From an optimization exercise on the open Yosys and OpenROAD flow, aimed at small area, a short achievable clock period and few clock cycles per item; shortcuts taken in it are not production practice. At most, simulation tests tie the RTL to the original design; equivalence was not proved. No activity file was given, so power comes from the tool's default toggle rates.

==> exp/xenon: inputs <==
==> flow/design.v <==
module bdgr_dec (
    input  wire        clk,
    input  wire        rst,
    input  wire        start,
    input  wire [15:0] width,
    input  wire [15:0] height,
    input  wire        pred_med,
    output wire        busy,
    output wire        mismatch,
    input  wire        in_valid,
    input  wire [63:0] in_word,
    output wire        in_ready,
    output wire        out_valid,
    output wire [7:0]  out_pix,
    output wire        out_last,
    input  wire        out_ready,
    input  wire [7:0]  up_pix
);
    localparam [2:0] S_IDLE = 3'd0, S_HDR = 3'd1, S_DEC = 3'd2, S_MISM = 3'd3,
                     S_FLUSH = 3'd4;
    reg [2:0]  state;
    reg        mism_r;
    reg        med_r;
    reg [15:0] w_r;
    reg [15:0] cx, cy;        
    reg        dfc, dfr;      
    reg [19:0] t_r;           
    reg [6:0]  q;             
    reg        pv;            
    reg [7:0]  pr;            
    reg [1:0]  pcls;          
    reg        plast;
    reg [7:0]  prev;          
    reg [7:0]  up_prev;       
    reg [2:0] k;              
    always @(*) begin
        if      (pr <= 8'd1)   k = 3'd0;
        else if (pr <= 8'd4)   k = 3'd1;
        else if (pr <= 8'd8)   k = 3'd2;
        else if (pr <= 8'd16)  k = 3'd3;
        else if (pr <= 8'd32)  k = 3'd4;
        else if (pr <= 8'd64)  k = 3'd5;
        else if (pr <= 8'd128) k = 3'd6;
        else                   k = 3'd7;
    end
    wire [6:0] qk = q + 7'd1 + {4'd0, k};     
    wire [6:0] qe = q + 7'd20;                
    reg [10:0] fit84, fit20;
    integer j;
    always @(*) begin
        for (j = 0; j <= 10; j = j + 1) begin
            fit84[j] = (qk <= 84 - j);
            fit20[j] = (qk <= 20 - j);
        end
    end
    wire esc84 = (q <= 7'd64);
    wire esc20 = (q == 7'd0);
    wire [83:0] s  = {in_word, t_r};
    wire [82:0] s6 = q[6] ? {s[82:20], s[83:64]} : s[82:0];
    wire [50:0] s5 = q[5] ? s6[82:32] : s6[50:0];
    wire [34:0] s4 = q[4] ? s5[50:16] : s5[34:0];
    wire [26:0] s3 = q[3] ? s4[34:8]  : s4[26:0];
    wire [22:0] s2 = q[2] ? s3[26:4]  : s3[22:0];
    wire [20:0] s1 = q[1] ? s2[22:2]  : s2[20:0];
    wire [19:0] win = q[0] ? s1[20:1] : s1[19:0];
    reg [3:0] z;              
    integer i;
    always @(*) begin
        z = 4'd11;
        for (i = 10; i >= 0; i = i - 1)
            if (win[i]) z = i[3:0];
    end
    wire esc = ~|win[10:0];
    wire [14:0] u3   = {win[15:11], z[3] ? win[18:9] : win[10:1]};
    wire [10:0] u2   = z[2] ? u3[14:4] : u3[10:0];
    wire [8:0]  u1   = z[1] ? u2[10:2] : u2[8:0];
    wire [7:0]  rest = z[0] ? u1[8:1]  : u1[7:0];
    wire [7:0]  m    = rest & ((8'd1 << k) - 8'd1);
    wire [14:0] rq   = ({11'd0, z} << k) | {7'd0, m};
    wire [7:0]  r    = esc ? win[19:12] : rq[7:0];
    wire have = in_valid ? (|(win[10:0] & fit84) | (esc & esc84))
                         : (|(win[10:0] & fit20) | (esc & esc20));
    wire last_col = (cx == 16'd1);
    wire last_row = (cy == 16'd1);
    wire last_sym = last_col & last_row;
    wire [7:0] v;
    bdgr_dec_pix u_pix (.pr(pr), .prev(prev), .up_pix(up_pix), .up_prev(up_prev),
                        .pcls(pcls), .v(v));
    wire flush_word = (q > 7'd20);            
    assign busy      = (state != S_IDLE);
    assign mismatch  = mism_r;
    assign in_ready  = ((state == S_DEC) & q[6]) | (state == S_MISM) |
                       ((state == S_FLUSH) & flush_word);
    assign out_valid = pv & ((state != S_FLUSH) | ~flush_word | in_valid);
    assign out_pix   = v;
    assign out_last  = plast;
    wire hdr_ok   = (in_word[15:0] == cx) & (in_word[31:16] == cy);
    wire dec_on   = (state == S_DEC) | ((state == S_HDR) & hdr_ok);
    wire take     = in_valid & in_ready;
    wire out_fire = out_valid & out_ready;
    wire dec_fire = dec_on & have & (~pv | out_ready);
    wire [6:0] qa = dec_fire ? (esc ? qe : qk + {3'd0, z}) : q;
    always @(posedge clk) begin
        if (rst) begin
            state  <= S_IDLE;
            mism_r <= 1'b0;
            pv     <= 1'b0;
        end else begin
            if (dec_fire) begin
                pv    <= 1'b1;
                pr    <= r;
                pcls  <= (~med_r | dfr) ? 2'd0 : (dfc ? 2'd1 : 2'd2);
                plast <= last_sym;
            end else if (out_fire) begin
                pv    <= 1'b0;
            end
            if (out_fire) begin
                prev    <= v;
                up_prev <= up_pix;
            end
            if (dec_fire) begin
                if (last_col) begin
                    cx  <= w_r;
                    cy  <= cy - 16'd1;
                    dfc <= 1'b1;
                    dfr <= 1'b0;
                end else begin
                    cx  <= cx - 16'd1;
                    dfc <= 1'b0;
                end
            end
            if ((state == S_DEC) | (state == S_HDR))
                q <= {qa[6] & ~take, qa[5:0]};
            else if (take)
                q <= 7'd0;
            if (take)
                t_r <= in_word[63:44];
            case (state)
                S_IDLE: begin
                    if (start) begin
                        state  <= S_HDR;
                        mism_r <= 1'b0;
                        med_r  <= pred_med;
                        w_r    <= width;
                        cx     <= width;
                        cy     <= height;
                        dfc    <= 1'b1;
                        dfr    <= 1'b1;
                        prev   <= 8'd0;
                        pr     <= 8'd255;
                        q      <= 7'd52;
                    end
                end
                S_HDR: begin
                    if (dec_fire & last_sym)
                        state <= S_FLUSH;
                    else if (in_valid)
                        state <= hdr_ok ? S_DEC : S_MISM;
                end
                S_MISM: begin
                    if (in_valid) begin
                        mism_r <= 1'b1;
                        state  <= S_IDLE;
                    end
                end
                S_DEC: begin
                    if (dec_fire & last_sym)
                        state <= S_FLUSH;
                end
                S_FLUSH: begin
                    if (out_fire & plast)
                        state <= S_IDLE;
                end
                default: state <= S_IDLE;
            endcase
        end
    end
endmodule
module bdgr_dec_pix (
    input  wire [7:0] pr,         
    input  wire [7:0] prev,       
    input  wire [7:0] up_pix,     
    input  wire [7:0] up_prev,    
    input  wire [1:0] pcls,       
    output wire [7:0] v
);
    wire [7:0] d  = pr[0] ? ~{1'b0, pr[7:1]} : {1'b0, pr[7:1]};    
    wire [7:0] na = prev;
    wire [7:0] nb = up_pix;
    wire [7:0] nc = up_prev;
    function [7:0] padd(input [7:0] a, input [7:0] b, input ci);
        reg [7:0] g, p, gg, pp;
        integer i, l;
        begin
            g = a & b;
            p = a ^ b;
            gg = g; pp = p;
            for (l = 1; l < 8; l = l * 2)
                for (i = 7; i >= l; i = i - 1) begin
                    gg[i] = gg[i] | (pp[i] & gg[i-l]);
                    pp[i] = pp[i] & pp[i-l];
                end
            padd[0] = p[0] ^ ci;
            for (i = 1; i < 8; i = i + 1)
                padd[i] = p[i] ^ (gg[i-1] | (pp[i-1] & ci));
        end
    endfunction
    wire [7:0] va = na + d;                   
    wire [7:0] cs = na ^ ~nc ^ d;             
    wire [7:0] cc = (na & ~nc) | (na & d) | (~nc & d);
    wire [7:0] e  = padd(cs, {cc[6:0], 1'b1}, 1'b0);
    wire [7:0] vb = padd(nb, d, 1'b0);        
    wire [7:0] vc = padd(nb, e, 1'b0);        
    function [1:0] cmp8(input [7:0] a, input [7:0] b);
        reg [7:0] l, q;
        reg [3:0] l2, q2;
        reg [1:0] l4, q4;
        integer i;
        begin
            l = ~a & b;
            q = ~(a ^ b);
            for (i = 0; i < 4; i = i + 1) begin
                l2[i] = l[2*i+1] | (q[2*i+1] & l[2*i]);
                q2[i] = q[2*i+1] & q[2*i];
            end
            for (i = 0; i < 2; i = i + 1) begin
                l4[i] = l2[2*i+1] | (q2[2*i+1] & l2[2*i]);
                q4[i] = q2[2*i+1] & q2[2*i];
            end
            cmp8 = {l4[1] | (q4[1] & l4[0]), q4[1] & q4[0]};
        end
    endfunction
    wire [1:0] cab = cmp8(na, nb);
    wire [1:0] ccb = cmp8(nc, nb);
    wire [1:0] cca = cmp8(nc, na);
    wire le_a   = ~cca[1];                    
    wire lt     = cab[1];                     
    wire c_lt_b = ccb[1];                     
    wire c_le_b = ccb[1] | ccb[0];            
    wire med    = pcls[1];
    wire sel_b  = (pcls == 2'd1) | (med & (le_a ^ lt));
    wire sel_c  = med & (le_a ? c_lt_b : ~c_le_b);
    wire sel_a  = ~sel_b & ~sel_c;
    assign v = ({8{sel_a}} & va) | ({8{sel_b}} & vb) | ({8{sel_c}} & vc);
endmodule
==> flow/flow/run.sh <==
#!/bin/bash
# The standard layout, with plain buf_1 cells as the port buffers (the
# resizer still upsizes them where timing needs it), a clock tree with no
# dummy loads, and timing repair aiming 5.3 ns below the clock period.
set -euo pipefail
export BUFFER_PORTS_ARGS="-buffer_cell sky130_fd_sc_hd__buf_1"
export CTS_ARGS="-sink_clustering_enable -repair_clock_nets -dont_use_dummy_load"
bash standard.sh SETUP_SLACK_MARGIN=5.3 finish > standard.log 2>&1
==> flow/standard.sh <==
#!/bin/bash
# synth_recipe.tcl (not shown) runs the flow's synth.tcl, then flattens the netlist and writes it again
# the make line also repeats each setting of config.mk as NAME=value (left out here)
make -C /OpenROAD-flow-scripts/flow DESIGN_CONFIG=/design/flow/config.mk WORK_HOME=/design/flow/orfs CLKGATE_MAP_FILE= SYNTH_SCRIPT=/design/flow/synth_recipe.tcl "${@:-finish}"
==> flow/config.mk <==
export PLATFORM = sky130hd
export DESIGN_NAME = bdgr_dec
export DESIGN_NICKNAME = bdgr_dec
export VERILOG_FILES = /design/flow/design.v
export SDC_FILE = /design/flow/constraint.sdc
export NUM_CORES = 4
export LEC_CHECK = 0
export ABC_AREA = 1
export CAP_MARGIN = 20
export CORE_MARGIN = 2
export CORE_UTILIZATION = 40
export SETUP_SLACK_MARGIN = 5
export SLEW_MARGIN = 20
export SYNTH_HIERARCHICAL = 1
export SYNTH_MINIMUM_KEEP_SIZE = 0
==> flow/constraint.sdc <==
create_clock -name core_clock -period 12.0 [get_ports {clk}]
set_input_delay 2.4000 -clock core_clock [delete_from_list [all_inputs] [get_ports {clk}]]
set_output_delay 2.4000 -clock core_clock [all_outputs]
set_load 0.01 [all_outputs]
==> inputs of exp/lagoon, as changes to exp/xenon <==
--- a/flow/design.v
+++ b/flow/design.v
@@ -29,3 +29,3 @@
     reg        pv;            
-    reg [7:0]  pr;            
+    reg [7:0]  pd;            
     reg [1:0]  pcls;          
@@ -34,2 +34,3 @@
     reg [7:0]  up_prev;       
+    wire [7:0] pr = {pd[6:0] ^ {7{pd[7]}}, pd[7]};
     reg [2:0] k;              
@@ -58,3 +59,3 @@
     wire [83:0] s  = {in_word, t_r};
-    wire [82:0] s6 = q[6] ? {s[82:20], s[83:64]} : s[82:0];
+    wire [82:0] s6 = q[6] ? {63'd0, s[83:64]} : s[82:0];
     wire [50:0] s5 = q[5] ? s6[82:32] : s6[50:0];
@@ -73,3 +74,3 @@
     wire esc = ~|win[10:0];
-    wire [14:0] u3   = {win[15:11], z[3] ? win[18:9] : win[10:1]};
+    wire [14:0] u3   = z[3] ? {4'd0, win[19:9]} : win[15:1];
     wire [10:0] u2   = z[2] ? u3[14:4] : u3[10:0];
@@ -80,2 +81,3 @@
     wire [7:0]  r    = esc ? win[19:12] : rq[7:0];
+    wire [7:0]  rd   = r[0] ? ~{1'b0, r[7:1]} : {1'b0, r[7:1]};    
     wire have = in_valid ? (|(win[10:0] & fit84) | (esc & esc84))
@@ -85,5 +87,60 @@
     wire last_sym = last_col & last_row;
-    wire [7:0] v;
-    bdgr_dec_pix u_pix (.pr(pr), .prev(prev), .up_pix(up_pix), .up_prev(up_prev),
-                        .pcls(pcls), .v(v));
+    wire [7:0] d  = pd;
+    wire [7:0] na = prev;
+    wire [7:0] nb = up_pix;
+    wire [7:0] nc = up_prev;
+    function [7:0] padd(input [7:0] a, input [7:0] b, input ci);
+        reg [7:0] g, p, gg, pp;
+        integer i, l;
+        begin
+            g = a & b;
+            p = a ^ b;
+            gg = g; pp = p;
+            for (l = 1; l < 8; l = l * 2)
+                for (i = 7; i >= l; i = i - 1) begin
+                    gg[i] = gg[i] | (pp[i] & gg[i-l]);
+                    pp[i] = pp[i] & pp[i-l];
+                end
+            padd[0] = p[0] ^ ci;
+            for (i = 1; i < 8; i = i + 1)
+                padd[i] = p[i] ^ (gg[i-1] | (pp[i-1] & ci));
+        end
+    endfunction
+    wire [7:0] va = na + d;                   
+    wire [7:0] cs = na ^ ~nc ^ d;             
+    wire [7:0] cc = (na & ~nc) | (na & d) | (~nc & d);
+    wire [7:0] e  = padd(cs, {cc[6:0], 1'b1}, 1'b0);
+    wire [7:0] vb = padd(nb, d, 1'b0);        
+    wire [7:0] vc = padd(nb, e, 1'b0);        
+    function [1:0] cmp8(input [7:0] a, input [7:0] b);
+        reg [7:0] l, q;
+        reg [3:0] l2, q2;
+        reg [1:0] l4, q4;
+        integer i;
+        begin
+            l = ~a & b;
+            q = ~(a ^ b);
+            for (i = 0; i < 4; i = i + 1) begin
+                l2[i] = l[2*i+1] | (q[2*i+1] & l[2*i]);
+                q2[i] = q[2*i+1] & q[2*i];
+            end
+            for (i = 0; i < 2; i = i + 1) begin
+                l4[i] = l2[2*i+1] | (q2[2*i+1] & l2[2*i]);
+                q4[i] = q2[2*i+1] & q2[2*i];
+            end
+            cmp8 = {l4[1] | (q4[1] & l4[0]), q4[1] & q4[0]};
+        end
+    endfunction
+    wire [1:0] cab = cmp8(na, nb);
+    wire [1:0] ccb = cmp8(nc, nb);
+    wire [1:0] cca = cmp8(nc, na);
+    wire le_a   = ~cca[1];                    
+    wire lt     = cab[1];                     
+    wire c_lt_b = ccb[1];                     
+    wire c_le_b = ccb[1] | ccb[0];            
+    wire med    = pcls[1];
+    wire sel_b  = (pcls == 2'd1) | (med & (le_a ^ lt));
+    wire sel_c  = med & (le_a ? c_lt_b : ~c_le_b);
+    wire sel_a  = ~sel_b & ~sel_c;
+    wire [7:0] v = ({8{sel_a}} & va) | ({8{sel_b}} & vb) | ({8{sel_c}} & vc);
     wire flush_word = (q > 7'd20);            
@@ -110,3 +167,3 @@
                 pv    <= 1'b1;
-                pr    <= r;
+                pd    <= rd;
                 pcls  <= (~med_r | dfr) ? 2'd0 : (dfc ? 2'd1 : 2'd2);
@@ -149,3 +206,3 @@
                         prev   <= 8'd0;
-                        pr     <= 8'd255;
+                        pd     <= 8'd128;
                         q      <= 7'd52;
@@ -178,68 +235 @@
 endmodule
-module bdgr_dec_pix (
-    input  wire [7:0] pr,         
-    input  wire [7:0] prev,       
-    input  wire [7:0] up_pix,     
-    input  wire [7:0] up_prev,    
-    input  wire [1:0] pcls,       
-    output wire [7:0] v
-);
-    wire [7:0] d  = pr[0] ? ~{1'b0, pr[7:1]} : {1'b0, pr[7:1]};    
-    wire [7:0] na = prev;
-    wire [7:0] nb = up_pix;
-    wire [7:0] nc = up_prev;
-    function [7:0] padd(input [7:0] a, input [7:0] b, input ci);
-        reg [7:0] g, p, gg, pp;
-        integer i, l;
-        begin
-            g = a & b;
-            p = a ^ b;
-            gg = g; pp = p;
-            for (l = 1; l < 8; l = l * 2)
-                for (i = 7; i >= l; i = i - 1) begin
-                    gg[i] = gg[i] | (pp[i] & gg[i-l]);
-                    pp[i] = pp[i] & pp[i-l];
-                end
-            padd[0] = p[0] ^ ci;
-            for (i = 1; i < 8; i = i + 1)
-                padd[i] = p[i] ^ (gg[i-1] | (pp[i-1] & ci));
-        end
-    endfunction
-    wire [7:0] va = na + d;                   
-    wire [7:0] cs = na ^ ~nc ^ d;             
-    wire [7:0] cc = (na & ~nc) | (na & d) | (~nc & d);
-    wire [7:0] e  = padd(cs, {cc[6:0], 1'b1}, 1'b0);
-    wire [7:0] vb = padd(nb, d, 1'b0);        
-    wire [7:0] vc = padd(nb, e, 1'b0);        
-    function [1:0] cmp8(input [7:0] a, input [7:0] b);
-        reg [7:0] l, q;
-        reg [3:0] l2, q2;
-        reg [1:0] l4, q4;
-        integer i;
-        begin
-            l = ~a & b;
-            q = ~(a ^ b);
-            for (i = 0; i < 4; i = i + 1) begin
-                l2[i] = l[2*i+1] | (q[2*i+1] & l[2*i]);
-                q2[i] = q[2*i+1] & q[2*i];
-            end
-            for (i = 0; i < 2; i = i + 1) begin
-                l4[i] = l2[2*i+1] | (q2[2*i+1] & l2[2*i]);
-                q4[i] = q2[2*i+1] & q2[2*i];
-            end
-            cmp8 = {l4[1] | (q4[1] & l4[0]), q4[1] & q4[0]};
-        end
-    endfunction
-    wire [1:0] cab = cmp8(na, nb);
-    wire [1:0] ccb = cmp8(nc, nb);
-    wire [1:0] cca = cmp8(nc, na);
-    wire le_a   = ~cca[1];                    
-    wire lt     = cab[1];                     
-    wire c_lt_b = ccb[1];                     
-    wire c_le_b = ccb[1] | ccb[0];            
-    wire med    = pcls[1];
-    wire sel_b  = (pcls == 2'd1) | (med & (le_a ^ lt));
-    wire sel_c  = med & (le_a ? c_lt_b : ~c_le_b);
-    wire sel_a  = ~sel_b & ~sel_c;
-    assign v = ({8{sel_a}} & va) | ({8{sel_b}} & vb) | ({8{sel_c}} & vc);
-endmodule
==> flow/flow/run.sh (replaced) <==
#!/bin/bash
# The standard layout, with plain buf_1 cells as the port buffers (the
# resizer still upsizes them where timing needs it).
set -euo pipefail
export BUFFER_PORTS_ARGS="-buffer_cell sky130_fd_sc_hd__buf_1"
bash standard.sh > standard.log 2>&1
- SYNTH_HIERARCHICAL: 1 -> default
- SYNTH_MINIMUM_KEEP_SIZE: 0 -> default
==> inputs of exp/willow, as changes to exp/xenon <==
--- a/flow/design.v
+++ b/flow/design.v
@@ -58,3 +58,3 @@
     wire [83:0] s  = {in_word, t_r};
-    wire [82:0] s6 = q[6] ? {s[82:20], s[83:64]} : s[82:0];
+    wire [82:0] s6 = q[6] ? {63'd0, s[83:64]} : s[82:0];
     wire [50:0] s5 = q[5] ? s6[82:32] : s6[50:0];
@@ -73,3 +73,3 @@
     wire esc = ~|win[10:0];
-    wire [14:0] u3   = {win[15:11], z[3] ? win[18:9] : win[10:1]};
+    wire [14:0] u3   = z[3] ? {4'd0, win[19:9]} : win[15:1];
     wire [10:0] u2   = z[2] ? u3[14:4] : u3[10:0];
@@ -85,5 +85,45 @@
     wire last_sym = last_col & last_row;
-    wire [7:0] v;
-    bdgr_dec_pix u_pix (.pr(pr), .prev(prev), .up_pix(up_pix), .up_prev(up_prev),
-                        .pcls(pcls), .v(v));
+    wire [7:0] d  = pr[0] ? ~{1'b0, pr[7:1]} : {1'b0, pr[7:1]};    
+    wire [7:0] na = prev;
+    wire [7:0] nb = up_pix;
+    wire [7:0] nc = up_prev;
+    function [7:0] padd(input [7:0] a, input [7:0] b, input ci);
+        reg [7:0] g, p, gg, pp;
+        integer i, l;
+        begin
+            g = a & b;
+            p = a ^ b;
+            gg = g; pp = p;
+            for (l = 1; l < 8; l = l * 2)
+                for (i = 7; i >= l; i = i - 1) begin
+                    gg[i] = gg[i] | (pp[i] & gg[i-l]);
+                    pp[i] = pp[i] & pp[i-l];
+                end
+            padd[0] = p[0] ^ ci;
+            for (i = 1; i < 8; i = i + 1)
+                padd[i] = p[i] ^ (gg[i-1] | (pp[i-1] & ci));
+        end
+    endfunction
+    wire [7:0] va = na + d;                   
+    wire [7:0] e  = padd(va, ~nc, 1'b1);      
+    wire [7:0] vb = nb + d;                   
+    wire [7:0] vc = nb + e;                   
+    wire c_gt = (nc > na);
+    wire c_eq = (nc == na);
+    wire lt   = (na < nb);
+    wire ge_b = (nc >= nb);
+    wire le_b = (nc <= nb);
+    reg [7:0] v;
+    always @(*) begin
+        if (pcls == 2'd0)
+            v = va;
+        else if ((pcls == 2'd1) | c_eq)
+            v = vb;
+        else if (c_gt ? ~ge_b : ~le_b)
+            v = vc;
+        else if (c_gt ^ lt)
+            v = vb;
+        else
+            v = va;
+    end
     wire flush_word = (q > 7'd20);            
@@ -178,68 +218 @@
 endmodule
-module bdgr_dec_pix (
-    input  wire [7:0] pr,         
-    input  wire [7:0] prev,       
-    input  wire [7:0] up_pix,     
-    input  wire [7:0] up_prev,    
-    input  wire [1:0] pcls,       
-    output wire [7:0] v
-);
-    wire [7:0] d  = pr[0] ? ~{1'b0, pr[7:1]} : {1'b0, pr[7:1]};    
-    wire [7:0] na = prev;
-    wire [7:0] nb = up_pix;
-    wire [7:0] nc = up_prev;
-    function [7:0] padd(input [7:0] a, input [7:0] b, input ci);
-        reg [7:0] g, p, gg, pp;
-        integer i, l;
-        begin
-            g = a & b;
-            p = a ^ b;
-            gg = g; pp = p;
-            for (l = 1; l < 8; l = l * 2)
-                for (i = 7; i >= l; i = i - 1) begin
-                    gg[i] = gg[i] | (pp[i] & gg[i-l]);
-                    pp[i] = pp[i] & pp[i-l];
-                end
-            padd[0] = p[0] ^ ci;
-            for (i = 1; i < 8; i = i + 1)
-                padd[i] = p[i] ^ (gg[i-1] | (pp[i-1] & ci));
-        end
-    endfunction
-    wire [7:0] va = na + d;                   
-    wire [7:0] cs = na ^ ~nc ^ d;             
-    wire [7:0] cc = (na & ~nc) | (na & d) | (~nc & d);
-    wire [7:0] e  = padd(cs, {cc[6:0], 1'b1}, 1'b0);
-    wire [7:0] vb = padd(nb, d, 1'b0);        
-    wire [7:0] vc = padd(nb, e, 1'b0);        
-    function [1:0] cmp8(input [7:0] a, input [7:0] b);
-        reg [7:0] l, q;
-        reg [3:0] l2, q2;
-        reg [1:0] l4, q4;
-        integer i;
-        begin
-            l = ~a & b;
-            q = ~(a ^ b);
-            for (i = 0; i < 4; i = i + 1) begin
-                l2[i] = l[2*i+1] | (q[2*i+1] & l[2*i]);
-                q2[i] = q[2*i+1] & q[2*i];
-            end
-            for (i = 0; i < 2; i = i + 1) begin
-                l4[i] = l2[2*i+1] | (q2[2*i+1] & l2[2*i]);
-                q4[i] = q2[2*i+1] & q2[2*i];
-            end
-            cmp8 = {l4[1] | (q4[1] & l4[0]), q4[1] & q4[0]};
-        end
-    endfunction
-    wire [1:0] cab = cmp8(na, nb);
-    wire [1:0] ccb = cmp8(nc, nb);
-    wire [1:0] cca = cmp8(nc, na);
-    wire le_a   = ~cca[1];                    
-    wire lt     = cab[1];                     
-    wire c_lt_b = ccb[1];                     
-    wire c_le_b = ccb[1] | ccb[0];            
-    wire med    = pcls[1];
-    wire sel_b  = (pcls == 2'd1) | (med & (le_a ^ lt));
-    wire sel_c  = med & (le_a ? c_lt_b : ~c_le_b);
-    wire sel_a  = ~sel_b & ~sel_c;
-    assign v = ({8{sel_a}} & va) | ({8{sel_b}} & vb) | ({8{sel_c}} & vc);
-endmodule
==> flow/run.sh (new file) <==
#!/bin/bash
# synth_recipe.tcl (not shown) runs the flow's synth.tcl, then flattens the netlist and writes it again
# the make line also repeats each setting of config.mk as NAME=value (left out here)
make -C /OpenROAD-flow-scripts/flow DESIGN_CONFIG=/design/flow/config.mk WORK_HOME=/design/flow/orfs CLKGATE_MAP_FILE= SYNTH_SCRIPT=/design/flow/synth_recipe.tcl finish
- CORE_UTILIZATION: 40 -> 65
- SYNTH_HIERARCHICAL: 1 -> default
- SYNTH_MINIMUM_KEEP_SIZE: 0 -> default
removed: flow/flow/run.sh
removed: flow/standard.sh
==> impl_results.md <==
* Yosys warning count at 1
* R2R depth at 31
* Fraction of area in multi-input gates at 57.8%
* Met2 WL at 21600 um
* # nets final at 2248
* DRT iter0 DRCs at 2123
* Status: timing/DRC/antenna clean
* Worst ir drop on vdd at 144 uV
* Die height at 144 um
* Netlist cell types at 54
* Fin cells at 2337
-- figures above: exp/willow

==> impl_results.md <==
* Status: timing/DRC/antenna clean
* Netlist cell types at 56
* Fraction of area in multi-input gates at 59.7%
* Met2 WL at 19900 um
* Htree depth at 3
* R2R depth at 34
* Die height at 182 um
* Worst ir drop on vdd at 159 uV
* Fin cells at 2418
* DRT iter0 DRCs at 1124
-- figures above: exp/xenon

==> impl_results.md <==
* Netlist cell types at 58
* Die height at 181 um
* Fraction of area in multi-input gates at 59.4%
* DRT iter0 DRCs at 1119
* Post-synth EDFFs at 105
* Status: timing/DRC/antenna clean
* Worst hold start: pv$_SDFFE_PP0P_
* Largest area class, layout: multi-input gates
* Fin cells at 2390
* Worst ir drop on vdd at 135 uV
* Setup WS pre-CTS at 3.96 ns
* R2R depth at 27
* Seq area share at 23.7%
* RSZ-0062 raised after global routing: true
* Yosys warning count at 1
* Met2 WL at 19100 um
* # nets final at 2176
* Ys flop type: edfxtp_1
* Arrival @ worst endpoint at 4.50 ns
-- figures above: exp/lagoon

Testbench counts of exp/xenon, summed over its fixed seeds: cycles 34,277, items 34,030.
Only the layout flow was run in exp/lagoon and exp/willow; the RTL was not checked for function there.

-- port drivers added, routing unchanged --
In the flow no input, the clock included, has a driving cell. The finished layouts below were timed again as built, in two steps. Step 1, drivers: a clkbuf_16 drives clk and a buf_2 each remaining input, both assumed. Step 2 also shifts input and output timing later by t, the mid clock arrival at the registers, as if the neighbouring blocks saw the same clock. Slacks: ideal ports / drivers / drivers and shift; pairs: ideal ports / drivers.
run	shift t [ns]	slack for setup (ns)	worst setup path at the end	latest minus earliest clock arrival (ns)
exp/xenon	0.430	5.457 / 5.436 / 5.436	input to output	0.036 / 0.036
exp/lagoon	0.432	5.098 / 5.066 / 5.066	input to output	0.024 / 0.024
exp/willow	0.429	4.349 / 4.309 / 4.309	input to output	0.016 / 0.016
After both steps setup and hold are still met in every run listed. For exp/willow, which loses most, drivers alone change the setup slack by -0.040 ns; drivers and shift together by -0.040 ns.
